This design comes from an exercise in tuning for small area, a short achievable clock period and few clock cycles on the open sky130 flow, not from production work.
Function was checked by simulation only, so behaviour that the tests miss may differ from the original.
Power and IR drop assume default switching activity.

## scanout_ctrl
module scanout_ctrl #(
    parameter PW = 320,      
    parameter PH = 240       
) (
    input             clk,
    input             rst,
    input             alloc_ok,
    input             cmd_valid,
    input      [31:0] cmd_word,
    output            cmd_ready,
    output reg        cmd_done,
    input             evt_valid,
    input      [31:0] evt_word,
    output            evt_ready,
    output reg        evt_done,
    input      [4:0]  reg_addr,
    output reg [31:0] reg_rdata,
    output            fb_rd,
    output            fb_sel,
    output     [25:0] fb_addr,
    input      [15:0] fb_rdata,
    output            lb_we,
    output            lb_sel,
    output     [12:0] lb_addr,
    output     [15:0] lb_wdata,
    output            flush_valid,
    output            flush_sel,
    output     [12:0] flush_x0,
    output     [12:0] flush_x1,
    output            frame_ready,
    output            buf_ack,
    output            front,
    output            busy,
    output     [6:0]  bl_pct
);
    localparam [2:0] OK = 3'd0, ERR_CONFIG = 3'd1, ERR_NOMEM = 3'd2,
                     ERR_UNSUPPORTED = 3'd3, ERR_STATE = 3'd4;
    localparam [3:0] S_IDLE  = 4'd0,
                     S_UR    = 4'd1,    
                     S_LSTRT = 4'd2,    
                     S_UR0   = 4'd3,    
                     S_ENA   = 4'd14,   
                     S_LOOP  = 4'd4,    
                     S_FLUSH = 4'd5,    
                     S_GK    = 4'd6,    
                     S_GSUB  = 4'd7,    
                     S_GRND  = 4'd8,    
                     S_GLOOP = 4'd9,    
                     S_MULK  = 4'd10,   
                     S_MUL   = 4'd11,   
                     S_SUB1  = 4'd12,   
                     S_PLOAD = 4'd13;   
    reg [12:0] lw, lh;
    reg [1:0]  scale;
    reg        rot, policy;
    reg        inited, en, gvalid, frontb, fr, ack, urf;
  ...
Size: ~1,400 cells after synthesis, about 230 flip-flops, roughly 220 I/O pins, ~14,000 sq um of cells after synthesis.
clock: 60.0 ns
lec_check: 0
cap_margin: 20
core_margin: 2
core_utilization: 60
cts_cluster_diameter: 110
cts_cluster_size: 22
slew_margin: 20
standard.sh (not shown) runs the stock make flow with config.mk's settings and CLKGATE_MAP_FILE= SYNTH_SCRIPT=/design/flow/synth_recipe.tcl, a recipe that flattens the netlist after the stock synthesis.
==> flow/flow/run.sh <==
#!/bin/bash
set -o pipefail
export BUFFER_PORTS_ARGS="-buffer_cell sky130_fd_sc_hd__buf_1"
bash standard.sh SETUP_SLACK_MARGIN=34 finish > standard_flow.log 2>&1
Testbench counts at the start, summed over its fixed seeds: cycles 1,314,648.
Rerun with:
--- a/flow/design.v
+++ b/flow/design.v
@@ -67,21 +67,20 @@
     reg [25:0] cur_src;
     reg [7:0]  cur_cnt;
     reg [3:0]  state;
     reg [1:0]  gph;              
     reg        l_buf;
     reg        lcopy;            
     reg        fillm;            
     reg [1:0]  clean;            
     reg [25:0] ptr;              
     reg [8:0]  dst;
-    reg [8:0]  jc;               
     reg [1:0]  rc;               
     reg        wr;               
     function [26:0] radd26;              
         input [25:0] a, b;
         input        ci;
         integer i;
         reg c;
         begin
             c = ci;
             for (i = 0; i < 26; i = i + 1) begin
@@ -125,23 +124,23 @@
     reg  [7:0]         lpf;
     always @* begin
         case (S)
             2'd1:    begin lwidth = 9'd320; lpf = 8'd240; end
             2'd2:    begin lwidth = 9'd160; lpf = 8'd120; end
             default: begin lwidth = 9'd106; lpf = 8'd80;  end
         endcase
         if (!crop) lwidth = xw[8:0];
     end
     wire        last_line = (cur_cnt == lpf - 8'd1);
-    wire [25:0] vspan     = R ? {13'd0, lw} : g_p;
-    wire [26:0] cmp_x     = radd26(cur_src, ~vspan, 1'b1);
-    wire        in_range  = !cmp_x[26];               
+    wire [7:0]  a_scan    = R ? lw[7:0] : lh[7:0];
+    wire        off_s_neg = R ? off_x[14] : off_y[14];
+    wire        in_range  = off_s_neg || (cur_cnt < a_scan);
     wire [3:0] c_op = cmd_word[3:0];
     reg        c_legal;
     always @* begin
         case (c_op)
             4'h1: c_legal = (cmd_word[31] == 1'b0);
             4'h2, 4'h4, 4'h5, 4'h6, 4'h8, 4'h9, 4'hB:
                   c_legal = (cmd_word[31:4] == 28'd0);
             4'h3: c_legal = (cmd_word[31:7] == 25'd0);
             4'h7: c_legal = (cmd_word[31:5] == 27'd0);
             4'hA: c_legal = (cmd_word[31:12] == 20'd0);
@@ -220,21 +219,34 @@
     wire        b_from_start = st_ena || st_ur0 || st_pload || (st_flush && !fillm && last_line);
     wire        b_zero   = (st_gk && gph == 2'd0) || st_mulk;
     wire [25:0] b_a  = b_from_start ? g_start : (b_zero ? 26'd0 : cur_src);
     wire        incr_on  = st_ur || (st_flush && !fillm && !last_line);
     wire        bb_w     = (incr_on && !R) || (gl_go && gph == 2'd1) || mul_go;
     wire        bb_nw    = (gl_go && gph == 2'd2) || st_sub1;
     wire [25:0] b_b  = ({26{bb_w}} & {13'd0, lw}) | ({26{bb_nw}} & {13'h1FFF, ~lw});
     wire        b_ci = (incr_on && R) || bb_nw || (gl_go && gph == 2'd0);
     wire [26:0] sum_b_x = radd26(b_a, b_b, b_ci);
     wire [25:0] sum_b   = sum_b_x[25:0];
-    wire rd_more = (jc != 9'd0);
+    wire       a_odd   = R ? lh[0] : lw[0];
+    wire [1:0] e_end   = fillm ? 2'd0 : (crop ? {S == 2'd3, 1'b0} : {1'b0, a_odd & S[0]});
+    wire [8:0] zz      = fillm ? 9'd0 : dst0;
+    reg  [8:0] pos_sum;                   
+    integer ps_k;
+    reg ps_c;
+    always @* begin
+        ps_c = wr;
+        for (ps_k = 0; ps_k < 9; ps_k = ps_k + 1) begin
+            pos_sum[ps_k] = dst[ps_k] ^ zz[ps_k] ^ ps_c;
+            ps_c = (dst[ps_k] & zz[ps_k]) | (ps_c & (dst[ps_k] ^ zz[ps_k]));
+        end
+    end
+    wire rd_more = (pos_sum != (PW[8:0] - {7'd0, e_end}));
     wire step    = fillm || (rc == S - 2'd1);
     assign fb_rd    = st_loop && lcopy && rd_more;
     assign fb_sel   = frontb;
     assign fb_addr  = ptr;
     assign lb_we    = st_loop && wr;
     assign lb_sel   = l_buf;
     assign lb_addr  = {4'd0, dst};
     assign lb_wdata = lcopy ? fb_rdata : 16'h0000;
     assign flush_valid = st_flush;
     assign flush_sel   = l_buf;
@@ -268,28 +280,26 @@
         end
         if (geo_go) begin
             g_rot   <= rot;
             g_scale <= scale;
         end
     end
     wire fill_nx = st_flush && fillm && !l_buf;      
     always @(posedge clk) begin
         if (ln_strt || fill_go || fill_nx) begin
             dst <= ln_strt ? dst0 : 9'd0;
-            jc  <= ln_strt ? lwidth : PW[8:0];
             rc  <= 2'd0;
             wr  <= 1'b0;
         end else if (st_loop) begin
             wr <= rd_more;
             if (rd_more) begin
                 rc <= step ? 2'd0 : rc + 2'd1;
-                if (step) jc <= rdec9(jc);
             end
             if (wr) dst <= rinc9(dst);
         end else if (st_gk) begin
             rc <= 2'd0;
         end else if (st_gsub) begin
             rc <= rc + 2'd1;
         end
         if (ln_strt) lcopy <= in_range;
         else if (fill_go) lcopy <= 1'b0;
         if (evt_go) l_buf <= evt_word[4];
@@ -428,28 +438,28 @@
             urf     <= 1'b0;
         end else if (ur_go) begin
             cur_cnt <= 8'd1;
             urf     <= 1'b1;
         end else if (line_end) begin
             cur_cnt <= cur_cnt + 8'd1;
         end
     end
     wire [31:0] status_word = {17'd0, inited, inited, pend, lastb, 2'b00, urf, ack, fr,
                                frontb, gvalid, en, inited};
-    reg  [12:0] neg_lw;                  
+    reg  [12:0] neg_lw;
     integer k;
     reg c_n;
     always @* begin
-        c_n = 1'b1;
+        c_n = 1'b0;
         for (k = 0; k < 13; k = k + 1) begin
-            neg_lw[k] = ~lw[k] ^ c_n;
-            c_n = ~lw[k] & c_n;
+            neg_lw[k] = lw[k] ^ c_n;
+            c_n = lw[k] | c_n;
         end
     end
     wire [18:0] dec;
     genvar gk;
     generate
         for (gk = 0; gk < 19; gk = gk + 1) begin : g_dec
             assign dec[gk] = (reg_addr == gk);
         end
     endgenerate
     wire gi        = inited;
After rerunning: The new run finished clean. First-iteration DRC count drops by 3.0%. Count of clock-buffer cells in the layout stays the same. Core utilization decreases by 0.29 points. Total power goes down by 4.0%. Synthesized area fell by 5.2%. Hold slack got worse by 0.021 ns. Clock power barely changes. Worst setup slack hardly moves. Combinational power decreases by about 4%. Synthesized cell count goes down by 4.0%. Final cell count falls by 2.9%.
Testbench counts after the change, summed over its fixed seeds: cycles 1,314,648.

========
pine:
scanout_ctrl with an RTL version that a note above also has.
Size: ~1300 cells after synthesis, roughly 220 flip-flops.
Settings: LEC_CHECK=0, CAP_MARGIN=40, CORE_MARGIN=2, CORE_UTILIZATION=60, CTS_CLUSTER_DIAMETER=100, CTS_CLUSTER_SIZE=20, SLEW_MARGIN=40; clock period 60.0 ns.
Scripts as last shown in full above: flow/flow/run.sh
pine: no failed stages, no open violations at the end
Testbench counts of pine, summed over its fixed seeds: cycles 1,314,648.
Edits applied to the flow inputs when going from pine to oak:
--- a/flow/design.v
+++ b/flow/design.v
@@ -56,30 +56,32 @@
     reg        inited, en, gvalid, frontb, fr, ack, urf;
     reg [1:0]  lastb, pend;
     reg [2:0]  res_code;
     reg        res_val;
     reg [6:0]  bl;
     reg        g_rot;
     reg [1:0]  g_scale;
     reg signed [14:0] off_x, off_y;
     reg        crop;             
+    reg        crop_s;           
     reg [25:0] g_start;
     reg [25:0] g_p;              
     reg [25:0] cur_src;
     reg [7:0]  cur_cnt;
     reg [3:0]  state;
     reg [1:0]  gph;              
     reg        l_buf;
     reg        lcopy;            
     reg        fillm;            
     reg [1:0]  clean;            
     reg [25:0] ptr;              
     reg [8:0]  dst;
+    reg [8:0]  jc;               
     reg [1:0]  rc;               
     reg        wr;               
     function [26:0] radd26;              
         input [25:0] a, b;
         input        ci;
         integer i;
         reg c;
         begin
             c = ci;
@@ -126,20 +128,19 @@
         case (S)
             2'd1:    begin lwidth = 9'd320; lpf = 8'd240; end
             2'd2:    begin lwidth = 9'd160; lpf = 8'd120; end
             default: begin lwidth = 9'd106; lpf = 8'd80;  end
         endcase
         if (!crop) lwidth = xw[8:0];
     end
     wire        last_line = (cur_cnt == lpf - 8'd1);
     wire [7:0]  a_scan    = R ? lw[7:0] : lh[7:0];
-    wire        off_s_neg = R ? off_x[14] : off_y[14];
-    wire        in_range  = off_s_neg || (cur_cnt < a_scan);
+    wire        in_range  = crop_s || (cur_cnt < a_scan);
     wire [3:0] c_op = cmd_word[3:0];
     reg        c_legal;
     always @* begin
         case (c_op)
             4'h1: c_legal = (cmd_word[31] == 1'b0);
             4'h2, 4'h4, 4'h5, 4'h6, 4'h8, 4'h9, 4'hB:
                   c_legal = (cmd_word[31:4] == 28'd0);
             4'h3: c_legal = (cmd_word[31:7] == 25'd0);
             4'h7: c_legal = (cmd_word[31:5] == 27'd0);
@@ -220,32 +221,19 @@
     wire        b_zero   = (st_gk && gph == 2'd0) || st_mulk;
     wire [25:0] b_a  = b_from_start ? g_start : (b_zero ? 26'd0 : cur_src);
     wire        incr_on  = st_ur || (st_flush && !fillm && !last_line);
     wire        bb_w     = (incr_on && !R) || (gl_go && gph == 2'd1) || mul_go;
     wire        bb_nw    = (gl_go && gph == 2'd2) || st_sub1;
     wire [25:0] b_b  = ({26{bb_w}} & {13'd0, lw}) | ({26{bb_nw}} & {13'h1FFF, ~lw});
     wire        b_ci = (incr_on && R) || bb_nw || (gl_go && gph == 2'd0);
     wire [26:0] sum_b_x = radd26(b_a, b_b, b_ci);
     wire [25:0] sum_b   = sum_b_x[25:0];
-    wire       a_odd   = R ? lh[0] : lw[0];
-    wire [1:0] e_end   = fillm ? 2'd0 : (crop ? {S == 2'd3, 1'b0} : {1'b0, a_odd & S[0]});
-    wire [8:0] zz      = fillm ? 9'd0 : dst0;
-    reg  [8:0] pos_sum;                   
-    integer ps_k;
-    reg ps_c;
-    always @* begin
-        ps_c = wr;
-        for (ps_k = 0; ps_k < 9; ps_k = ps_k + 1) begin
-            pos_sum[ps_k] = dst[ps_k] ^ zz[ps_k] ^ ps_c;
-            ps_c = (dst[ps_k] & zz[ps_k]) | (ps_c & (dst[ps_k] ^ zz[ps_k]));
-        end
-    end
-    wire rd_more = (pos_sum != (PW[8:0] - {7'd0, e_end}));
+    wire rd_more = (jc != 9'd0);
     wire step    = fillm || (rc == S - 2'd1);
     assign fb_rd    = st_loop && lcopy && rd_more;
     assign fb_sel   = frontb;
     assign fb_addr  = ptr;
     assign lb_we    = st_loop && wr;
     assign lb_sel   = l_buf;
     assign lb_addr  = {4'd0, dst};
     assign lb_wdata = lcopy ? fb_rdata : 16'h0000;
     assign flush_valid = st_flush;
@@ -267,38 +255,42 @@
             g_start <= cur_src;
         if (fill_go)
             g_p <= cur_src;
         if (st_grnd && (side_l ^ R))
             off_x <= sum_a[15:1];
         if (st_grnd && !(side_l ^ R))
             off_y <= sum_a[15:1];
         if (st_grnd && side_l)
             crop <= ptr[15];
+        if (st_grnd && !side_l)
+            crop_s <= ptr[15];
         if (init_ok) begin
             lw     <= cmd_word[17:5];
             lh     <= cmd_word[30:18];
             policy <= cmd_word[4];
         end
         if (geo_go) begin
             g_rot   <= rot;
             g_scale <= scale;
         end
     end
     wire fill_nx = st_flush && fillm && !l_buf;      
     always @(posedge clk) begin
         if (ln_strt || fill_go || fill_nx) begin
             dst <= ln_strt ? dst0 : 9'd0;
+            jc  <= ln_strt ? lwidth : PW[8:0];
             rc  <= 2'd0;
             wr  <= 1'b0;
         end else if (st_loop) begin
             wr <= rd_more;
             if (rd_more) begin
                 rc <= step ? 2'd0 : rc + 2'd1;
+                if (step) jc <= rdec9(jc);
             end
             if (wr) dst <= rinc9(dst);
         end else if (st_gk) begin
             rc <= 2'd0;
         end else if (st_gsub) begin
             rc <= rc + 2'd1;
         end
         if (ln_strt) lcopy <= in_range;
         else if (fill_go) lcopy <= 1'b0;
Of oak and pine, the lower area growth from synthesis to layout belongs to pine.
oak carries more flip-flops than pine.
[compare] base=pine new=oak: maximum number of pins on one net before global-route repair went down by 1, placer's final routability congestion estimate now sits higher, sequential standard cell area climbed 5.3%, routed metal-1 wirelength now larger, tap cell instance count rose by about 1.8%.
Testbench counts of oak, summed over its fixed seeds: cycles 1,314,648.

-- separate check: timing with driven ports --
In the flow no input, the clock included, has a driving cell. The finished layouts below were timed again as built, in two steps. Step 1 (the two cells are an assumption about what drives the block):
set clk [get_ports {clk}]
set_driving_cell -lib_cell sky130_fd_sc_hd__clkbuf_16 $clk
set_driving_cell -lib_cell sky130_fd_sc_hd__buf_2 [delete_from_list [all_inputs] $clk]
Step 2, shift: input delay + t, output delay - t, t = (earliest + latest rising clock arrival at the registers) / 2. This alone moves slack from input paths to output paths. Three values: ideal ports, drivers, drivers and shift; two values: the first two.
run	t (ns)	setup slack, ns	latest minus earliest clock arrival (ns)	worst slew at a driven data input, ns	pins driven straight from the clock port
the first run of note 1	0.538	34.037 / 33.995 / 33.995	0.016 / 0.016	0.04	1
the second run of note 1	0.519	34.035 / 34.002 / 34.002	0.032 / 0.032	0.04	1
pine	0.537	34.108 / 34.071 / 34.071	0.026 / 0.026	0.04	1
oak	0.541	34.013 / 33.954 / 33.954	0.008 / 0.008	0.05	1
After both steps every run listed still meets setup and hold. For oak, which loses most, drivers alone change the setup slack by -0.059 ns; drivers and shift together by -0.059 ns.
